Background: an optimization exercise with open tools, aiming at small area, a short achievable clock period and few clock cycles. Do not read the settings as production practice. No functional check of the RTL was part of any run shown here. Power is estimated from default activity; no workload was simulated.

$ cat flow/config.mk
export PLATFORM = sky130hd
export DESIGN_NAME = irpc_decode
export DESIGN_NICKNAME = irpc_decode
export VERILOG_FILES = /design/flow/design.v
export SDC_FILE = /design/flow/constraint.sdc
export NUM_CORES = 4
export LEC_CHECK = 0
export CAP_MARGIN = 20
export CORE_MARGIN = 2
export CORE_UTILIZATION = 40
export SLEW_MARGIN = 20
$ cat flow/constraint.sdc
create_clock -name core_clock -period 8.0 [get_ports {clk}]
set_input_delay 1.6000 -clock core_clock [delete_from_list [all_inputs] [get_ports {clk}]]
set_output_delay 1.6000 -clock core_clock [all_outputs]
set_load 0.01 [all_outputs]
$ cat flow/design.v
module dec_classify (
    input  wire [16:0] x1,
    input  wire [16:0] x2,
    input  wire [12:0] op,
    input  wire        sub1,      
    input  wire        sub2,      
    input  wire [11:0] r,
    input  wire        s1,        
    input  wire        s2,        
    output wire [17:0] sum1,      
    output wire        p1_3,
    output wire        p1_h,
    output wire        m2_0,
    output wire        m2_1,
    output wire        m2_2,
    output wire        m2_3,
    output wire        m2_h
);
    wire [18:0] a1 = sub1 ? ({2'b00, x1} - {6'd0, op}) : ({2'b00, x1} + {6'd0, op});
    wire [18:0] a2 = sub2 ? ({2'b00, x2} - {6'd0, op}) : ({2'b00, x2} + {6'd0, op});
    assign sum1 = a1[17:0];
    wire n1 = a1[18];
    wire n2 = a2[18];
    wire [17:0] u1 = a1[17:0];
    wire [17:0] u2 = a2[17:0];
    assign p1_3 = !n1 && ({3'd0, u1[17:3]} >= {6'd0, r});
    assign p1_h = !n1 && (s1 ? ({5'd0, u1[17:5]} >= {6'd0, r}) : ({4'd0, u1[17:4]} >= {6'd0, r}));
    assign m2_0 = !n2;
    assign m2_1 = !n2 && ({1'b0, u2[17:1]} >= {6'd0, r});
    assign m2_2 = !n2 && ({2'd0, u2[17:2]} >= {6'd0, r});
    assign m2_3 = !n2 && ({3'd0, u2[17:3]} >= {6'd0, r});
    assign m2_h = !n2 && (s2 ? ({5'd0, u2[17:5]} >= {6'd0, r}) : ({4'd0, u2[17:4]} >= {6'd0, r}));
endmodule
module irpc_decode (
    input  wire        clk,
    input  wire        rst,         
    input  wire        in_valid,
    input  wire [15:0] in_tick,
    input  wire        in_last,
    output wire        in_ready,
    output reg         out_valid,
    output reg  [2:0]  out_kind,
    output wire [15:0] out_data
);
    localparam [2:0] K_HEAD = 3'd1, K_SYM = 3'd2, K_END = 3'd3,
                     K_REPEAT = 3'd4, K_DONE = 3'd5;
    localparam [2:0] F_UNKNOWN = 3'd0, F_AEHA = 3'd1, F_NEC = 3'd2,
                     F_SONY = 3'd3, F_IRIS = 3'd4;
    localparam [1:0] S_K0 = 2'd0, S_CL = 2'd1, S_BODY = 2'd2;
    localparam [1:0] C_LO = 2'd0, C_CHK = 2'd1, C_HI = 2'd2, C_FIN = 2'd3;
    localparam [1:0] CF_AEHA = 2'd0, CF_NEC = 2'd1, CF_SONY = 2'd2, CF_IRIS = 2'd3;
    reg        rdy;
    assign in_ready = rdy;
    reg        xv, xl;
    reg [15:0] x;
    reg [1:0]  st;
    reg [1:0]  tk_pos;                  
    reg        tk_par;                  
    reg        len2;                    
    reg [1:0]  cf;
    reg [1:0]  cph;
    reg [2:0]  cb;
    reg [10:0] tc;                      
    reg [9:0]  tlo;
    reg        cempty;                  
    reg [2:0]  fam;
    reg [10:0] t2;
    reg [18:0] acc;                     
    reg        nrep;                    
    reg        par;                     
    reg [1:0]  ao;                      
    reg [2:0]  sv;                      
    reg [10:0] nsym;
    reg [10:0] pend;
    reg        owe_end, owe_done;
    reg [13:0] od;                      
    assign out_data = {od[13:11], 2'b00, od[10:0]};
    wire cl = (st == S_CL);
    wire cl_lo   = (cph == C_LO);
    wire cl_iris = (cf == CF_IRIS);
    wire cl_nec  = (cf == CF_NEC);
    wire cl_sony = (cf == CF_SONY);
    wire [16:0] tx1 = cl ? ((cph == C_FIN) ? {7'd0, tlo} : {acc[15:0], 1'b0}) : {x, 1'b0};
    wire [16:0] tx2 = {x, 1'b0};
    wire [12:0] top = cl ? ((cph == C_FIN) ? {2'd0, tc} :
                           (cl_lo && cl_iris) ? ({1'b0, tc, 1'b0} + {tc, 2'b00}) : {1'b0, tc, 1'b0})
                         : {2'd0, t2};
    wire        tsub1 = cl ? ((cph != C_FIN) && (cl_lo || cl_iris)) : 1'b0;
    wire        tsub2 = cl ? (cl_lo || cl_iris) : 1'b1;
    wire [11:0] tr  = cl ? {tc, 1'b0} : {1'b0, t2};
    wire        ts1 = cl ? cl_nec : (fam == F_NEC);
    wire        ts2 = cl ? 1'b0 : (fam == F_NEC);
    wire [17:0] tsum;
    wire p1_3, p1_h, m2_0, m2_1, m2_2, m2_3, m2_h;
    dec_classify u_t (
        .x1(tx1), .x2(tx2), .op(top), .sub1(tsub1), .sub2(tsub2), .r(tr),
        .s1(ts1), .s2(ts2), .sum1(tsum),
        .p1_3(p1_3), .p1_h(p1_h), .m2_0(m2_0), .m2_1(m2_1), .m2_2(m2_2),
        .m2_3(m2_3), .m2_h(m2_h)
    );
    wire t0 = cl_sony ? p1_3 : p1_h;
    wire t1 = (cf == CF_AEHA) ? m2_3 : m2_h;
    wire p_hi  = t0 && (cl_sony || t1);               
    wire q_lo  = t0 || (!cl_sony && t1);              
    wire tc_ok = (tc <= 11'd795);
    reg [10:0] dstep;
    always @(*) begin
        case (cb)
            3'd6:    dstep = 11'd160;
            3'd5:    dstep = 11'd80;
            3'd4:    dstep = 11'd40;
            3'd3:    dstep = 11'd20;
            3'd2:    dstep = 11'd10;
            default: dstep = 11'd5;
        endcase
    end
    wire [10:0] tc_up = tc + dstep;
    wire [10:0] tc_dn = tc - dstep;
    reg [2:0]  hw;         
    reg [10:0] hstep;      
    always @(*) begin
        case (cf)
            CF_NEC:  begin hw = 3'd3; hstep = 11'd40;  end
            CF_SONY: begin hw = 3'd5; hstep = 11'd160; end
            default: begin hw = 3'd4; hstep = 11'd80;  end
        endcase
    end
    wire ge1 = m2_0, ge2 = m2_1, ge3 = m2_2, ge4 = p1_3, ge5 = m2_3;
    wire is1  = ge1 && !ge2;
    wire is3  = ge3 && !ge4;
    wire is4  = ge4 && !ge5;
    wire isH  = p1_h && !m2_h;                        
    wire [1:0] asym = is3 ? 2'd1 : is1 ? 2'd0 : 2'd2;
    wire nec_cmp = (acc >= 19'd216000);
    wire take = in_valid && rdy;
    reg        consume;
    reg        hold_next;
    reg        fin_now;
    reg [1:0]  st_n;
    reg        xv_n;
    wire       bubble = tk_par && fam == F_NEC && !nrep && pend != 11'd0;
    always @(posedge clk) begin
        consume   = 1'b0;
        hold_next = 1'b0;
        fin_now   = 1'b0;
        st_n      = st;
        xv_n      = 1'b0;
        if (rst) begin
            rdy       <= 1'b1;
            xv        <= 1'b0;
            st        <= S_K0;
            tk_pos    <= 2'd0;
            tk_par    <= 1'b0;
            owe_end   <= 1'b0;
            owe_done  <= 1'b0;
            out_valid <= 1'b0;
        end else begin
            out_valid <= 1'b0;
            if (owe_end) begin
                out_valid <= 1'b1;
                out_kind  <= K_END;
                od        <= {3'd0, nsym};
                owe_end   <= 1'b0;
            end else if (owe_done) begin
                out_valid <= 1'b1;
                out_kind  <= K_DONE;
                od        <= (fam == F_SONY) ? 14'd5 : 14'd0;
                owe_done  <= 1'b0;
            end
            case (st)
                S_K0: if (xv) begin
                    consume = 1'b1;
                    acc  <= {3'd0, x};
                    len2 <= !xl;
                    st_n = S_CL;
                    cf   <= xl ? CF_SONY : CF_AEHA;
                    cph  <= C_LO;
                    cb   <= 3'd6;
                    tc   <= 11'd615;
                    cempty <= 1'b0;
                end
                S_CL: if (!len2 || xv) begin
                    case (cph)
                        C_LO: begin
                            if (q_lo && tc >= 11'd795) begin
                                if (cf == CF_IRIS || (!len2 && cf == CF_SONY)) begin
                                    cempty <= 1'b1;
                                    cph    <= C_FIN;
                                end else begin
                                    cf  <= cf + 2'd1;
                                    cb  <= 3'd6;
                                    tc  <= 11'd615;
                                end
                            end else if (cb != 3'd0) begin
                                tc <= q_lo ? tc_up : tc_dn;
                                cb <= cb - 3'd1;
                            end else begin
                                tc  <= q_lo ? tc_up : tc;
                                cph <= C_CHK;
                            end
                        end
                        C_CHK: begin
                            if (tc_ok && p_hi) begin
                                tlo <= tc[9:0];
                                tc  <= tc + hstep;
                                cb  <= hw;
                                cph <= C_HI;
                            end else if (cf == CF_IRIS || (!len2 && cf == CF_SONY)) begin
                                cempty <= 1'b1;
                                cph    <= C_FIN;
                            end else begin
                                cf  <= cf + 2'd1;
                                cb  <= 3'd6;
                                tc  <= 11'd615;
                                cph <= C_LO;
                            end
                        end
                        C_HI: begin
                            if (cb != 3'd0) begin
                                tc <= (tc_ok && p_hi) ? tc_up : tc_dn;
                                cb <= cb - 3'd1;
                            end else begin
                                tc  <= (tc_ok && p_hi) ? tc : tc_dn;
                                cph <= C_FIN;
                            end
                        end
                        default: if (!owe_end && !owe_done) begin  
                            fin_now = 1'b1;
                            consume = len2;
                            if (cempty) begin
                                fam <= F_UNKNOWN;
                                t2  <= 11'd0;
                            end else begin
                                fam <= {1'b0, cf} + 3'd1;
                                t2  <= tsum[10:0];
                            end
                            out_valid <= 1'b1;
                            if (!cempty && cf == CF_SONY) begin
                                if (!len2 || xl) begin
                                    out_kind <= K_DONE;
                                    od       <= 14'd5;
                                end else
                                    out_valid <= 1'b0;
                            end else begin
                                out_kind <= K_HEAD;
                                od       <= cempty ? 14'd0 : {{1'b0, cf} + 3'd1, tsum[10:0]};
                            end
                            acc   <= acc + {3'd0, x};
                            nrep  <= 1'b0;
                            par   <= 1'b0;
                            ao    <= 2'd0;
                            nsym  <= 11'd0;
                            pend  <= 11'd0;
                            if (!len2 || xl) begin
                                st_n = S_K0;
                                if (!cempty && cf == CF_NEC) owe_end <= 1'b1;
                                if (cempty || cf != CF_SONY) owe_done <= 1'b1;
                            end else
                                st_n = S_BODY;
                        end
                    endcase
                end
                default: if (xv) begin  
                    consume = 1'b1;
                    if (fam == F_NEC) begin
                        if (!nrep) begin
                            if (!par) begin
                                if (nec_cmp) begin
                                    out_valid <= 1'b1;
                                    out_kind  <= K_END;
                                    od        <= {3'd0, nsym};
                                    nrep      <= 1'b1;
                                    sv[0]     <= isH;
                                    if (xl) owe_done <= 1'b1;
                                end else begin
                                    sv[0] <= is1;
                                    acc   <= acc + {3'd0, x};
                                    if (xl) begin
                                        owe_end  <= 1'b1;
                                        owe_done <= 1'b1;
                                    end
                                end
                                par <= 1'b1;
                            end else begin
                                if (!(sv[0] && (is1 || is3))) begin
                                    pend <= pend + 11'd1;
                                    acc  <= acc + {3'd0, x};
                                    par  <= 1'b0;
                                    if (xl) begin
                                        owe_end  <= 1'b1;
                                        owe_done <= 1'b1;
                                    end
                                end else if (pend != 11'd0) begin
                                    consume   = 1'b0;
                                    hold_next = (pend != 11'd1);
                                    out_valid <= 1'b1;
                                    out_kind  <= K_SYM;
                                    od        <= 14'd2;
                                    pend      <= pend - 11'd1;
                                    nsym      <= nsym + 11'd1;
                                end else begin
                                    out_valid <= 1'b1;
                                    out_kind  <= K_SYM;
                                    od        <= is1 ? 14'd0 : 14'd1;
                                    nsym      <= nsym + 11'd1;
                                    acc       <= acc + {3'd0, x};
                                    par       <= 1'b0;
                                    if (xl) begin
                                        owe_end  <= 1'b1;
                                        owe_done <= 1'b1;
                                    end
                                end
                            end
                        end else begin
                            if (!par) begin
                                sv[0] <= isH;
                                par   <= 1'b1;
                                if (xl) owe_done <= 1'b1;
                            end else begin
                                if (sv[0] && is4) begin
                                    out_valid <= 1'b1;
                                    out_kind  <= K_REPEAT;
                                    od        <= 14'd0;
                                end
                                par <= 1'b0;
                                if (xl) owe_done <= 1'b1;
                            end
                        end
                    end else if (fam == F_AEHA) begin
                        case (ao)
                            2'd0: begin
                                ao <= 2'd1;
                                if (xl) begin
                                    owe_end  <= (nsym != 11'd0);
                                    owe_done <= 1'b1;
                                end
                            end
                            2'd1: begin
                                if (!ge4) begin
                                    out_valid <= 1'b1;
                                    out_kind  <= K_SYM;
                                    od        <= {12'd0, asym};
                                    nsym      <= nsym + 11'd1;
                                    ao        <= 2'd0;
                                end else
                                    ao <= 2'd2;
                                if (xl) begin
                                    owe_end  <= (nsym != 11'd0) || !ge4;
                                    owe_done <= 1'b1;
                                end
                            end
                            2'd2: begin
                                sv <= ge4 ? {1'b1, 1'b0, isH} : {1'b0, asym};
                                ao <= 2'd3;
                                if (xl) begin
                                    if (!ge4) begin
                                        out_valid <= 1'b1;
                                        out_kind  <= K_SYM;
                                        od        <= {12'd0, asym};
                                        nsym      <= nsym + 11'd1;
                                    end
                                    owe_end  <= (nsym != 11'd0) || !ge4;
                                    owe_done <= 1'b1;
                                end
                            end
                            default: begin  
                                if (sv[2] && sv[0] && is4) begin
                                    out_valid <= 1'b1;
                                    out_kind  <= K_END;
                                    od        <= {3'd0, nsym};
                                    nsym      <= 11'd0;
                                    ao        <= 2'd0;
                                    if (xl) owe_done <= 1'b1;
                                end else if (!sv[2]) begin
                                    out_valid <= 1'b1;
                                    out_kind  <= K_SYM;
                                    od        <= {12'd0, sv[1:0]};
                                    nsym      <= nsym + 11'd1;
                                    ao        <= 2'd1;
                                    if (xl) begin
                                        owe_end  <= 1'b1;
                                        owe_done <= 1'b1;
                                    end
                                end else begin
                                    sv <= ge4 ? {1'b1, 1'b0, isH} : {1'b0, asym};
                                    ao <= 2'd3;
                                    if (xl) begin
                                        if (!ge4) begin
                                            out_valid <= 1'b1;
                                            out_kind  <= K_SYM;
                                            od        <= {12'd0, asym};
                                            nsym      <= nsym + 11'd1;
                                        end
                                        owe_end  <= (nsym != 11'd0) || !ge4;
                                        owe_done <= 1'b1;
                                    end
                                end
                            end
                        endcase
                    end else begin
                        if (xl) owe_done <= 1'b1;
                    end
                    if (xl && consume) st_n = S_K0;
                end
            endcase
            if (take) begin
                x  <= in_tick;
                xl <= in_last;
                xv <= 1'b1;
            end else if (consume)
                xv <= 1'b0;
            if (take) begin
                case (tk_pos)
                    2'd0: tk_pos <= in_last ? 2'd0 : 2'd1;
                    2'd1: begin
                        tk_pos <= in_last ? 2'd0 : 2'd2;
                        tk_par <= 1'b0;
                    end
                    default: begin
                        tk_pos <= in_last ? 2'd0 : 2'd2;
                        tk_par <= !tk_par;
                    end
                endcase
            end
            st   <= st_n;
            xv_n = take || (xv && !consume);
            rdy  <= !(xv_n && ((st_n == S_CL) || (take && tk_pos == 2'd2 && bubble) ||
                               (!take && hold_next)));
        end
    end
endmodule
$ cat flow/run.sh
#!/bin/bash
# synth_recipe.tcl (not shown) runs the flow's synth.tcl, then flattens the netlist and writes it again
# the make line also repeats each setting of config.mk as NAME=value (left out here)
make -C /OpenROAD-flow-scripts/flow DESIGN_CONFIG=/design/flow/config.mk WORK_HOME=/design/flow/orfs CLKGATE_MAP_FILE= SYNTH_SCRIPT=/design/flow/synth_recipe.tcl finish
==> results of run 1 <==
==> through the flow <==
stage / std cells / setup TNS (ns) / utilization, % / hold WS [ns] / cell area [sq um]
finish: 2657 / 0 / 45.6 / 0.485 / 19100
global route: 2657 / -0.0125 / 45.6 / 0.501 / 19100
CTS: 2650 / 0 / 45.1 / 0.484 / 18900
detailed placement: 2616 / -1.66 / 43.6 / 0.471 / 18300
global placement: 2616 / -0.614 / 43.6 / 0.450 / 18300
floorplan: 2061 / 0 / - / 0.430 / 17000
==> cell usage in the layout (no fill, tap or decap), drive strengths merged, types with 11 or more instances in the layout <==
cell,n
nand3,56
o21bai,17
edfxtp,126
a2111oi,11
nand2b,29
nor3,38
xnor2,58
nand2,170
clkbuf,18
o22ai,12
a211o,12
nor2b,32
clkdlybuf4s50,38
a21oi,184
nor2,164
a21o,35
o21a,15
o211ai,30
a22oi,20
mux2i,44
ha,227
nor4,18
buf,96
a21boi,25
o21ai,158
a211oi,41
xor2,19
inv,127
a31oi,24
and3,28
nand4,16
o31ai,21
or3,15
==> area by class of cell <==
type                       count  area [sq um]
timing repair buffer         134          1150
inverter                     122           458
tap                          539           674
multi-input combinational   1694         12300
clock buffer                  18           439
sequential                   136          3980
fill                        4126         22800
clock inverter                14           158
==> power breakdown <==
| group | switching (uW) | internal, uW | leakage (uW) |
|---|---|---|---|
| combinational | 764 | 504 | 0.00624 |
| clock | 376 | 449 | 0.000284 |
| sequential | 38.1 | 814 | 0.00124 |
==> logic make-up (layout without fill, tap and decap cells) <==
family | count (synthesis) | in the layout | synth area share [%]
AOI/OAI and AO/OA | 702 | 702 | 27.7
adders and majority gates | 236 | 236 | 17.8
muxes | 48 | 48 | 2.88
xor gates and xnor gates | 77 | 77 | 3.97
and+or+nand+nor | 629 | 629 | 18.7
DFF | 136 | 136 | 23.5
other | 1 | 2 | 0.0221
buffers and inverters | 231 | 288 | 5.49
==> flip-flops by register name, indices dropped and copies added (netlist names), 2 cells and up <==
signal    cells
sv            3
fam           3
tc           11
out_kind      3
cf            2
ao            2
t2           11
x            16
st            2
pend         11
od           14
cph           2
acc          19
nsym         11
tlo          10
tk_pos        2
cb            3
==> worst paths after layout <==
kind / start / endpoint / cells after the start
hold / removal: tk_par / tk_par / 1
setup / recovery: tc[1] / tc[7] / 34
setup reg to reg: tc[1] / tc[7] / 34
hold reg to reg: tk_par / tk_par / 1
==> critical path: cells and delay by family (launching register included) <==
family,cells,cell delay (ns)
buffers and inverters,3,0.56
and+or+nand+nor,3,0.49
muxes,1,0.11
adders and majority gates,3,1.20
xor gates and xnor gates,2,0.52
DFF,1,0.39
AOI/OAI and AO/OA,22,4.16
==> per-layer routing <==
| metal | vias up | part of all wire [%] | global-route usage [%] |
|---|---|---|---|
| li1 | 7789 | - | - |
| met1 | 7937 | 45 | 37.8 |
| met2 | 636 | 46 | 43.5 |
| met3 | 75 | 6.5 | 3.56 |
| met4 | 0 | 2.5 | 8.58 |
| met5 | - | 0 | 0 |
==> timing repair <==
action,in CTS,in global routing
pin swaps,1,4
buffers inserted,2,7
endpoints found under the setup margin,49,133
gates resized for setup,2,39
==> run_results.csv, run 1 <==
group,metric,value,unit
drt,finalWirelength,59700,um
power,power.leakage,0.00776,uW
floorplanning,die_w,210,um
clock_tree,clock-sinks,136,
clock_tree,root_buffer,"clkbuf_16",
logic_synthesis,yosysSeqAreaShare,23.5,%
timing,skew,0.0195,ns
clock_tree,numCtsBuffers,17,
min_path,hold_path_class,"register to register",
place,gp_congestion,0.957,
grt,grt_antenna_before_repair,0,
drt,avgViaCountPerCell,6.19,
power,irDropWorstVdd,0.0996,mV
critical_path,rrSetupSlack,0.32,ns
cells_and_area,syn2layout_area_growth,12.6,%
power,power,2950,uW
floorplanning,start_util,40.5,%
grt,global_route.usage.total,27.1,%
floorplanning,io_pins,41,
place,dp_slack,-0.198,ns
place,dp_hpwl,46000,um
cells_and_area,nets,2361,
timing,setup_viol,0,
floorplanning,core_area,0.0419,sq mm
place,port_buffers,38,
clock_tree,clkTransAtPathRegs,0.08,ns
logic_synthesis,ys.flop_type,"edfxtp_1",
grt,grt_max_degree,58,
timing,fin_crit,7.68,ns
timing,fin_crit_sh,96.0,%
critical_path,cp-end-kind,"register",
critical_path,cp_data_arrival_time,7.93,ns
grt,grt_overflow,0,
power,pwr_density_cell,154,mW/mm^2
timing,drv_slew,0,
logic_synthesis,synth_top_area_share,22.3,%
drt,firstDrtPassIters,6,
flow_run,maxCapViolCount,0,
logic_synthesis,syn_inst,2060,
drt,drcViolationCount,0,
drt,routedWlPerCell,22.5,um
critical_path,cpPeakStageDelay,0.48,ns
logic_synthesis,synth_area_leader_cell,"edfxtp_1",
critical_path,required,8.24,ns
critical_path,path_max_fanout,11,
cells_and_area,diodes,0,
critical_path,cp_common_cell,"a21oi_1",
grt,grt_pass1_wl,92300,um
logic_synthesis,async_reset_ff_share,0,%
grt,grt_pass1_vias,15700,
status,outcome,"finished clean",
timing,worstMarginPinSlew,1.19,ns
timing,worst_slack,0.317,ns
logic_synthesis,synth.most_common_cell,"ha_1",
floorplanning,dieArea,0.0441,sq mm
logic_synthesis,syn_area_per_cell,8.24,sq um
logic_synthesis,synth.top_cells.by_count,"227 x ha_1, 182 x a21oi_1, 168 x nand2_1",
floorplanning,rows,75,
logic_synthesis,synthTopCellsByArea,"edfxtp_1 22%, ha_1 17%, a21oi_1 5.4%",
drt,num_vias,16400,
clock_tree,ctsHoldBuffers,0,
critical_path,start_kind,"register",
logic_synthesis,synth_area,0.0170,sq mm
clock_tree,insertion_delay,0.48,ns
timing,hold_violations,0,
cells_and_area,drive_above_1_share,9.96,%
critical_path,slowest_stage,"fa_1",
drt,ant_nets,0,
logic_synthesis,synth_seq_cells,136,
critical_path,path_class,"register to register",
timing,relSlewSlack,20.3,%
logic_synthesis,synth-edff-count,126,
logic_synthesis,yosys_warnings,1,
floorplanning,die_y,210,um
drt,drt_iter0_markers,1683,
timing,max_freq,0.130,GHz
clock_tree,cts_tree,"built",
logic_synthesis,synth_cell_types,107,
clock_tree,cts_max_level,4,
clock_tree,clk_path_buf_depth,2,
==> inputs of run 2 (changes only) <==
--- a/flow/design.v
+++ b/flow/design.v
@@ -4,7 +4,7 @@
     input  wire [12:0] op,
     input  wire        sub1,      
     input  wire        sub2,      
-    input  wire [11:0] r,
+    input  wire [10:0] r,
     input  wire        s1,        
     input  wire        s2,        
     output wire [17:0] sum1,      
@@ -16,20 +16,22 @@
     output wire        m2_3,
     output wire        m2_h
 );
-    wire [18:0] a1 = sub1 ? ({2'b00, x1} - {6'd0, op}) : ({2'b00, x1} + {6'd0, op});
-    wire [18:0] a2 = sub2 ? ({2'b00, x2} - {6'd0, op}) : ({2'b00, x2} + {6'd0, op});
+    wire [19:0] w1 = {2'b00, x1, 1'b1} + {({6'd0, op} ^ {19{sub1}}), sub1};
+    wire [19:0] w2 = {2'b00, x2, 1'b1} + {({6'd0, op} ^ {19{sub2}}), sub2};
+    wire [18:0] a1 = w1[19:1];
+    wire [18:0] a2 = w2[19:1];
     assign sum1 = a1[17:0];
     wire n1 = a1[18];
     wire n2 = a2[18];
-    wire [17:0] u1 = a1[17:0];
-    wire [17:0] u2 = a2[17:0];
-    assign p1_3 = !n1 && ({3'd0, u1[17:3]} >= {6'd0, r});
-    assign p1_h = !n1 && (s1 ? ({5'd0, u1[17:5]} >= {6'd0, r}) : ({4'd0, u1[17:4]} >= {6'd0, r}));
+    wire [13:0] h1 = s1 ? {1'b0, a1[17:5]} : a1[17:4];
+    wire [13:0] h2 = s2 ? {1'b0, a2[17:5]} : a2[17:4];
+    assign p1_3 = !n1 && (a1[17:3] >= {4'd0, r});
+    assign p1_h = !n1 && (h1 >= {3'd0, r});
     assign m2_0 = !n2;
-    assign m2_1 = !n2 && ({1'b0, u2[17:1]} >= {6'd0, r});
-    assign m2_2 = !n2 && ({2'd0, u2[17:2]} >= {6'd0, r});
-    assign m2_3 = !n2 && ({3'd0, u2[17:3]} >= {6'd0, r});
-    assign m2_h = !n2 && (s2 ? ({5'd0, u2[17:5]} >= {6'd0, r}) : ({4'd0, u2[17:4]} >= {6'd0, r}));
+    assign m2_1 = !n2 && (a2[17:1] >= {6'd0, r});
+    assign m2_2 = !n2 && (a2[17:2] >= {5'd0, r});
+    assign m2_3 = !n2 && (a2[17:3] >= {4'd0, r});
+    assign m2_h = !n2 && (h2 >= {3'd0, r});
 endmodule
 module irpc_decode (
     input  wire        clk,
@@ -61,17 +63,15 @@
     reg [1:0]  cph;
     reg [2:0]  cb;
     reg [10:0] tc;                      
-    reg [9:0]  tlo;
+    reg [10:0] tlo;                     
     reg        cempty;                  
     reg [2:0]  fam;
-    reg [10:0] t2;
     reg [18:0] acc;                     
     reg        nrep;                    
     reg        par;                     
     reg [1:0]  ao;                      
     reg [2:0]  sv;                      
     reg [10:0] nsym;
-    reg [10:0] pend;
     reg        owe_end, owe_done;
     reg [13:0] od;                      
     assign out_data = {od[13:11], 2'b00, od[10:0]};
@@ -80,14 +80,15 @@
     wire cl_iris = (cf == CF_IRIS);
     wire cl_nec  = (cf == CF_NEC);
     wire cl_sony = (cf == CF_SONY);
-    wire [16:0] tx1 = cl ? ((cph == C_FIN) ? {7'd0, tlo} : {acc[15:0], 1'b0}) : {x, 1'b0};
+    wire [16:0] tx1 = cl ? ((cph == C_FIN) ? {7'd0, tlo[9:0]} : {acc[15:0], 1'b0}) : {x, 1'b0};
     wire [16:0] tx2 = {x, 1'b0};
     wire [12:0] top = cl ? ((cph == C_FIN) ? {2'd0, tc} :
-                           (cl_lo && cl_iris) ? ({1'b0, tc, 1'b0} + {tc, 2'b00}) : {1'b0, tc, 1'b0})
-                         : {2'd0, t2};
+                           (cl_lo && cl_iris) ? ({2'b0, tc[9:0], 1'b0} + {1'b0, tc[9:0], 2'b00}) :
+                           {2'b0, tc[9:0], 1'b0})
+                         : {2'd0, tc};
     wire        tsub1 = cl ? ((cph != C_FIN) && (cl_lo || cl_iris)) : 1'b0;
     wire        tsub2 = cl ? (cl_lo || cl_iris) : 1'b1;
-    wire [11:0] tr  = cl ? {tc, 1'b0} : {1'b0, t2};
+    wire [10:0] tr  = cl ? {tc[9:0], 1'b0} : tc;
     wire        ts1 = cl ? cl_nec : (fam == F_NEC);
     wire        ts2 = cl ? 1'b0 : (fam == F_NEC);
     wire [17:0] tsum;
@@ -103,28 +104,30 @@
     wire p_hi  = t0 && (cl_sony || t1);               
     wire q_lo  = t0 || (!cl_sony && t1);              
     wire tc_ok = (tc <= 11'd795);
-    reg [10:0] dstep;
+    reg [2:0]  hw;         
+    reg [7:0]  hstep;      
     always @(*) begin
-        case (cb)
-            3'd6:    dstep = 11'd160;
-            3'd5:    dstep = 11'd80;
-            3'd4:    dstep = 11'd40;
-            3'd3:    dstep = 11'd20;
-            3'd2:    dstep = 11'd10;
-            default: dstep = 11'd5;
+        case (cf)
+            CF_NEC:  begin hw = 3'd3; hstep = 8'd40;  end
+            CF_SONY: begin hw = 3'd5; hstep = 8'd160; end
+            default: begin hw = 3'd4; hstep = 8'd80;  end
         endcase
     end
-    wire [10:0] tc_up = tc + dstep;
-    wire [10:0] tc_dn = tc - dstep;
-    reg [2:0]  hw;         
-    reg [10:0] hstep;      
+    reg [7:0] dstep;
     always @(*) begin
-        case (cf)
-            CF_NEC:  begin hw = 3'd3; hstep = 11'd40;  end
-            CF_SONY: begin hw = 3'd5; hstep = 11'd160; end
-            default: begin hw = 3'd4; hstep = 11'd80;  end
+        if (cph == C_CHK)
+            dstep = hstep;
+        else case (cb)
+            3'd6:    dstep = 8'd160;
+            3'd5:    dstep = 8'd80;
+            3'd4:    dstep = 8'd40;
+            3'd3:    dstep = 8'd20;
+            3'd2:    dstep = 8'd10;
+            default: dstep = 8'd5;
         endcase
     end
+    wire [10:0] tc_up = tc + {3'd0, dstep};
+    wire [10:0] tc_dn = tc - {3'd0, dstep};
     wire ge1 = m2_0, ge2 = m2_1, ge3 = m2_2, ge4 = p1_3, ge5 = m2_3;
     wire is1  = ge1 && !ge2;
     wire is3  = ge3 && !ge4;
@@ -132,13 +135,15 @@
     wire isH  = p1_h && !m2_h;                        
     wire [1:0] asym = is3 ? 2'd1 : is1 ? 2'd0 : 2'd2;
     wire nec_cmp = (acc >= 19'd216000);
+    wire        pend_dec = par && sv[0] && (is1 || is3);
+    wire [10:0] pend_nx  = tlo + {{10{pend_dec}}, 1'b1};
     wire take = in_valid && rdy;
     reg        consume;
     reg        hold_next;
     reg        fin_now;
     reg [1:0]  st_n;
     reg        xv_n;
-    wire       bubble = tk_par && fam == F_NEC && !nrep && pend != 11'd0;
+    wire       bubble = tk_par && fam == F_NEC && !nrep && tlo != 11'd0;
     always @(posedge clk) begin
         consume   = 1'b0;
         hold_next = 1'b0;
@@ -201,8 +206,8 @@
                         end
                         C_CHK: begin
                             if (tc_ok && p_hi) begin
-                                tlo <= tc[9:0];
-                                tc  <= tc + hstep;
+                                tlo <= tc;
+                                tc  <= tc_up;
                                 cb  <= hw;
                                 cph <= C_HI;
                             end else if (cf == CF_IRIS || (!len2 && cf == CF_SONY)) begin
@@ -229,10 +234,10 @@
                             consume = len2;
                             if (cempty) begin
                                 fam <= F_UNKNOWN;
-                                t2  <= 11'd0;
+                                tc  <= 11'd0;
                             end else begin
                                 fam <= {1'b0, cf} + 3'd1;
-                                t2  <= tsum[10:0];
+                                tc  <= tsum[10:0];
                             end
                             out_valid <= 1'b1;
                             if (!cempty && cf == CF_SONY) begin
@@ -250,7 +255,7 @@
                             par   <= 1'b0;
                             ao    <= 2'd0;
                             nsym  <= 11'd0;
-                            pend  <= 11'd0;
+                            tlo   <= 11'd0;
                             if (!len2 || xl) begin
                                 st_n = S_K0;
                                 if (!cempty && cf == CF_NEC) owe_end <= 1'b1;
@@ -283,20 +288,20 @@
                                 par <= 1'b1;
                             end else begin
                                 if (!(sv[0] && (is1 || is3))) begin
-                                    pend <= pend + 11'd1;
+                                    tlo  <= pend_nx;
                                     acc  <= acc + {3'd0, x};
                                     par  <= 1'b0;
                                     if (xl) begin
                                         owe_end  <= 1'b1;
                                         owe_done <= 1'b1;
                                     end
-                                end else if (pend != 11'd0) begin
+                                end else if (tlo != 11'd0) begin
                                     consume   = 1'b0;
-                                    hold_next = (pend != 11'd1);
+                                    hold_next = (tlo != 11'd1);
                                     out_valid <= 1'b1;
                                     out_kind  <= K_SYM;
                                     od        <= 14'd2;
-                                    pend      <= pend - 11'd1;
+                                    tlo       <= pend_nx;
                                     nsym      <= nsym + 11'd1;
                                 end else begin
                                     out_valid <= 1'b1;
@@ -403,11 +408,13 @@
                     if (xl && consume) st_n = S_K0;
                 end
             endcase
-            if (take) begin
+            if (rdy) begin
                 x  <= in_tick;
                 xl <= in_last;
+            end
+            if (take)
                 xv <= 1'b1;
-            end else if (consume)
+            else if (consume)
                 xv <= 1'b0;
             if (take) begin
                 case (tk_pos)
==> run_results.csv, run 2 <==
group,metric,value,unit
grt,grt_max_degree,71,
power,p_int,1920,uW
logic_synthesis,yosys_warnings,1,
clock_tree,insertion_delay,0.46,ns
place,dp_hpwl,44600,um
drt,drt_iter0_markers,1678,
floorplanning,die_w,202,um
timing,skew,0.00783,ns
clock_tree,clock-sinks,115,
timing,max_freq,0.130,GHz
critical_path,cp_data_arrival_time,7.83,ns
cells_and_area,final_cell_mix,"207 x nand2_1, 185 x a21oi_1, 183 x buf_4",
cells_and_area,diodes,0,
power,power,3210,uW
cells_and_area,final_core_util,48.0,%
critical_path,slowest_stage,"edfxtp_1",
logic_synthesis,yosysSeqAreaShare,21.3,%
power,power.leakage,0.00778,uW
floorplanning,dieArea,0.0410,sq mm
logic_synthesis,async_reset_ff_share,0,%
timing,rsz0062_at_grt,"true",
logic_synthesis,synth_top_area_share,20.0,%
min_path,hold_path_class,"register to register",
logic_synthesis,synth_seq_cells,115,
logic_synthesis,syn_inst,2044,
power,p_switching,1290,uW
critical_path,crit_path_start,"tc[1]",
grt,global_route.usage.total,28.3,%
timing,fin_crit,7.67,ns
critical_path,required,8.16,ns
logic_synthesis,synth_area,0.0158,sq mm
floorplanning,core_area,0.0387,sq mm
floorplanning,io_pins,41,
drt,finalWirelength,58500,um
min_path,worstHoldStart,"tk_par",
grt,grt_antenna_before_repair,0,
critical_path,cpPeakStageDelay,0.47,ns
clock_tree,numCtsBuffers,17,
power,switching_share,40.1,%
cells_and_area,syn2layout_area_growth,18.1,%
clock_tree,cts_tree,"built",
status,outcome,"finished clean",
timing,relSlewSlack,24.1,%
drt,routedWlPerCell,21.7,um
cells_and_area,drive_above_1_share,15.1,%
power,power.share.combinational,51.9,%
logic_synthesis,ys.flop_type,"edfxtp_1",
place,gp_congestion,0.962,
power,power.share.clock,25.3,%
timing,drv_slew,0,
timing,worstMarginPinSlew,1.14,ns
logic_synthesis,synthTopCellsByArea,"edfxtp_1 20%, ha_1 15%, a21oi_1 6.3%",
clock_tree,clkTransAtPathRegs,0.06,ns
grt,grt_pass1_wl,90700,um
drt,ant_nets,0,
grt,grt_overflow,0,
clock_tree,clk_path_buf_depth,2,
logic_synthesis,synth.top_cells.by_count,"212 x nand2_1, 199 x a21oi_1, 185 x o21ai_0",
logic_synthesis,syn_area_per_cell,7.71,sq um
floorplanning,start_util,40.7,%
logic_synthesis,synth.most_common_cell,"nand2_1",
logic_synthesis,synth_area_leader_cell,"edfxtp_1",
critical_path,path_max_fanout,4,
flow_run,maxCapViolCount,0,
timing,setup_viol,0,
critical_path,cp_common_cell,"a21oi_2",
critical_path,cp-end-kind,"register",
timing,fin_crit_sh,95.8,%
drt,avgViaCountPerCell,6.13,
drt,firstDrtPassIters,7,
critical_path,r2r-start,"tc[1]",
floorplanning,die_y,202,um
cells_and_area,top_regs,"acc x19, x x16, od x14",
logic_synthesis,synth_cell_types,105,
clock_tree,root_buffer,"clkbuf_16",
logic_synthesis,synth-edff-count,105,
power,pwr_density_cell,173,mW/mm^2
place,port_buffers,38,
cells_and_area,final_common_cell,"nand2_1",
timing,hold_violations,0,
power,seqPwrFrac,22.7,%
cells_and_area,nets,2370,
cells_and_area,largest_register_ffs,19,
drt,drcViolationCount,0,
critical_path,start_kind,"register",
grt,grt_pass1_vias,15800,
cells_and_area,largest_register,"acc",
clock_tree,cts_max_level,4,
floorplanning,rows,72,
power,irDropWorstVdd,0.148,mV
drt,num_vias,16500,
critical_path,path_class,"register to register",
## run 2: kinds of logic (layout without fill, tap and decap cells)
kind of cell,count (synthesis),after routing,synth area share [%]
and+or+nand+nor,631,631,18.8
DFF,115,115,21.3
buffers and inverters,226,356,5.70
muxes,48,48,3.11
xor gates and xnor gates,107,107,6.07
AOI/OAI and AO/OA,727,727,29.8
other,1,2,0.0238
adders and majority gates,189,189,15.2
## run 2: power groups by stage
stage	registers (uW)	clock network (uW)	logic [uW]
3_5_place_dp	742	0	1580
4_1_cts	730	825	1590
6_report	731	814	1670
5_1_grt	734	850	1830
3_3_place_gp	742	0	1550
2_1_floorplan	729	0	1010
## run 2: what timing repair did
item,CTS,global route
gates cloned,0,0
resized for setup,4,72
buffers inserted,0,11
hold buffers,0,0
pin swaps,2,52
endpoints found under the hold margin,0,0
endpoints found under the setup margin,1,6
## run 2: metal layers
layer,GRT usage [%],share of wire (%),vias up
met4,11.7,3.6,0
met2,43.8,44,692
met1,39.1,45,7894
met3,4.40,7.0,136
met5,0,0,-
li1,-,-,7795
## run 2: cell type report
| type | count | area (sq um) |
|---|---|---|
| Tap cell | 518 | 648 |
| Timing Repair Buffer | 225 | 1810 |
| Sequential cell | 115 | 3350 |
| Fill cell | 3845 | 20100 |
| Multi-Input combinational cell | 1704 | 11800 |
| Clock inverter | 10 | 130 |
| Inverter | 99 | 374 |
| Clock buffer | 22 | 474 |
## run 2: worst max-delay path, delay by kind of cell (launching register included)
family	cells	cell delay, ns
flip-flops	1	0.47
buffers and inverters	2	0.22
AND/OR/NAND/NOR	8	0.99
adder cells (fa/ha/maj)	6	1.70
AO/OA/AOI/OAI	22	3.42
XOR/XNOR	4	0.57
## run 2: final timing paths
kind | to | slack [ns] | depth (start not counted)
hold / removal | tk_par | 0.56 | 2
hold reg to reg | tk_par | 0.56 | 2
setup reg to reg | tlo[9] | 0.33 | 42
setup / recovery | tlo[9] | 0.33 | 42
## run 2: metrics by stage
step / setup TNS [ns] / hold slack [ns] / instance area [sq um] / setup slack [ns] / std cells
2_1_floorplan: 0 / 0.497 / 15800 / 0.0135 / 2045
3_3_place_gp: 0 / 0.532 / 17600 / 0.135 / 2650
3_5_place_dp: -0.0499 / 0.538 / 17600 / -0.0499 / 2650
4_1_cts: 0 / 0.557 / 18300 / 0.00224 / 2682
5_1_grt: -0.120 / 0.613 / 18600 / -0.0723 / 2693
6_report: 0 / 0.560 / 18600 / 0.332 / 2693
==> inputs of run 3 (changes only) <==
--- a/flow/config.mk
+++ b/flow/config.mk
@@ -8,4 +8,5 @@
 export CAP_MARGIN = 20
 export CORE_MARGIN = 2
 export CORE_UTILIZATION = 40
+export SETUP_SLACK_MARGIN = 4.5
 export SLEW_MARGIN = 20
==> run_results.csv, run 3 <==
group,metric,value,unit
logic_synthesis,synth_area,0.0158,sq mm
timing,rsz0062_at_grt,"true",
drt,finalWirelength,60000,um
power,power.leakage,0.00818,uW
drt,routedWlPerCell,22.0,um
critical_path,slowest_stage,"edfxtp_1",
grt,grt_pass1_wl,92200,um
critical_path,cp_data_arrival_time,7.85,ns
drt,firstDrtPassIters,5,
logic_synthesis,syn_inst,2044,
timing,finalHoldWorstSlack,0.547,ns
clock_tree,cts_tree,"built",
timing,worst_slack,0.326,ns
clock_tree,cts_max_level,4,
critical_path,start_kind,"register",
grt,global_route.usage.total,28.9,%
grt,grt_max_degree,71,
logic_synthesis,synth_cell_types,105,
drt,num_vias,17000,
timing,max_freq,0.130,GHz
grt,grt_antenna_before_repair,0,
cells_and_area,largest_register,"acc",
drt,drt_iter0_markers,1630,
grt,grt_overflow,0,
critical_path,cpPeakStageDelay,0.50,ns
min_path,hold_path_class,"register to register",
logic_synthesis,yosys_warnings,1,
logic_synthesis,synth_top_area_share,20.0,%
cells_and_area,syn2layout_area_growth,26.9,%
clock_tree,clkTransAtPathRegs,0.06,ns
critical_path,path_max_fanout,5,
logic_synthesis,synth_area_leader_cell,"edfxtp_1",
critical_path,cp_common_cell,"a21oi_2",
timing,worstMarginPinSlew,1.02,ns
critical_path,critPathBufInv,1,
floorplanning,start_util,40.7,%
timing,fin_crit_sh,95.9,%
clock_tree,root_buffer,"clkbuf_16",
floorplanning,io_pins,41,
timing,drv_slew,0,
logic_synthesis,synth_seq_cells,115,
floorplanning,die_w,202,um
timing,hold_violations,0,
grt,grt_pass1_vias,16300,
timing,fin_crit,7.67,ns
drt,avgViaCountPerCell,6.21,
place,port_buffers,38,
cells_and_area,largest_register_ffs,19,
place,dpl_cell_area,0.0173,sq mm
logic_synthesis,synth-edff-count,105,
critical_path,critPathTopFamily,"compound AO/OA/AOI/OAI gates",
floorplanning,dieArea,0.0410,sq mm
floorplanning,core_area,0.0387,sq mm
logic_synthesis,synth.most_common_cell,"nand2_1",
cells_and_area,final_core_util,51.6,%
place,dp_slack,0.0545,ns
power,pwr_density_cell,174,mW/mm^2
power,power,3480,uW
floorplanning,die_y,202,um
cells_and_area,nets,2406,
clock_tree,insertion_delay,0.46,ns
timing,setup_viol,0,
timing,skew,0.0124,ns
clock_tree,clock-sinks,115,
drt,drcViolationCount,0,
cells_and_area,drive_above_1_share,20.8,%
status,outcome,"finished clean",
critical_path,cp-end-kind,"register",
cells_and_area,multi_input_area,0.0126,sq mm
critical_path,required,8.18,ns
logic_synthesis,yosysSeqAreaShare,21.3,%
power,irDropWorstVdd,0.164,mV
cells_and_area,diodes,0,
cells_and_area,final_cell_area,0.0200,sq mm
clock_tree,clk_path_buf_depth,2,
logic_synthesis,synthTopCellsByArea,"edfxtp_1 20%, ha_1 15%, a21oi_1 6.3%",
place,dp_hpwl,43500,um
clock_tree,numCtsBuffers,17,
cells_and_area,seqCellArea,0.00335,sq mm
logic_synthesis,synth.top_cells.by_count,"212 x nand2_1, 199 x a21oi_1, 185 x o21ai_0",
critical_path,path_class,"register to register",
timing,relSlewSlack,32.1,%
floorplanning,rows,72,
flow_run,maxCapViolCount,0,
logic_synthesis,syn_area_per_cell,7.71,sq um
logic_synthesis,ys.flop_type,"edfxtp_1",
cells_and_area,final_cell_mix,"200 x nand2_1, 172 x buf_4, 168 x nor2_1, 168 x ha_1, 167 x a21oi_1",
cells_and_area,top_regs,"acc x19, x x16, od x14",
logic_synthesis,async_reset_ff_share,0,%
cells_and_area,final_common_cell,"nand2_1",
drt,ant_nets,0,
place,gp_congestion,0.950,
cells_and_area,fillers,3687,
-- run 3: power breakdown --
group | leakage, uW | internal, uW | switching [uW]
sequential | 0.00105 | 696 | 36.6
combinational | 0.00683 | 856 | 1040
clock | 0.000298 | 548 | 304
-- run 3: cells by family (layout without fill, tap and decap cells) --
family                   count (synthesis)  in the layout  synth area share, %
AO/OA/AOI/OAI                          727            727                 29.8
adder cells (fa/ha/maj)                189            189                 15.2
XOR/XNOR                               107            107                 6.07
flip-flops                             115            115                 21.3
other                                    1              2               0.0238
multiplexers                            48             48                 3.11
AND/OR/NAND/NOR                        631            631                 18.8
buffers and inverters                  226            392                 5.70
-- run 3: area by class of cell --
type | instances | share of cell area (%)
inverter | 99 | 1.92
clock buffer | 21 | 2.20
tap | 518 | 3.24
multi-input combinational | 1704 | 63.0
timing repair buffer | 261 | 11.9
clock inverter | 11 | 0.914
sequential | 115 | 16.8
-- run 3: through the flow --
step	setup TNS (ns)	std cells
2_1_floorplan	0	2045
3_3_place_gp	0	2571
3_5_place_dp	0	2571
4_1_cts	0	2712
5_1_grt	-0.120	2729
6_report	0	2729
-- run 3: final timing paths --
path,start,endpoint,slack [ns],cells past startpoint
max,tc[1],tlo[10],0.33,43
min,tk_par,tk_par,0.55,2
max reg2reg,tc[1],tlo[10],0.33,43
min reg2reg,tk_par,tk_par,0.55,2
-- run 3: repair_timing --
| item | 4_1_cts | 5_1_grt |
|---|---|---|
| setup buffers | 104 | 17 |
| gates cloned | 5 | 0 |
| resized for setup | 160 | 64 |
| hold buffers | 0 | 0 |
| endpoints found under the setup margin | 132 | 132 |
| pin swaps | 97 | 41 |
-- run 3: layer usage --
layer | GRT usage (%) | wire, um | part of all wire, % | up-vias
met4 | 13.8 | 2680 | 4.5 | 0
met3 | 4.69 | 4540 | 7.6 | 153
met5 | 0 | 0 | 0 | -
li1 | - | - | - | 7895
met2 | 45.2 | 26600 | 44 | 776
met1 | 38.8 | 26100 | 44 | 8136
-- run 3: tightest hold or removal path, delay by kind of cell, from the launching register on --
family | cells | cell delay, ns
DFF | 1 | 0.35
AOI/OAI and AO/OA | 1 | 0.09
and+or+nand+nor | 1 | 0.07

-- static timing again, ports no longer ideal --
The flow's constraints put no driver on any port. The routed layouts listed below were extracted and timed again, unchanged, in two steps.
Step 1: set_driving_cell puts a clkbuf_16 on clk and a buf_2 on each other input, an assumption about the parent block.
Step 2 also shifts input and output timing later by t, the mid clock arrival at the registers, as if the neighbouring blocks saw the same clock.
Slacks: no drivers / after step 1 / after step 2; pairs: no drivers / after step 1.
run | t (ns) | setup WS [ns] | clock arrival spread, ns | slew at the worst register clock pin (ns) | worst slew at a driven data input, ns
run 1 | 0.527 | 0.317 / 0.317 / 0.317 | 0.019 / 0.020 | 0.08 / 0.08 | 0.04
run 2 | 0.508 | 0.332 / 0.332 / 0.332 | 0.008 / 0.008 | 0.06 / 0.06 | 0.03
run 3 | 0.510 | 0.326 / 0.326 / 0.326 | 0.012 / 0.012 | 0.06 / 0.06 | 0.04
After both steps setup and hold are still met in every run listed.
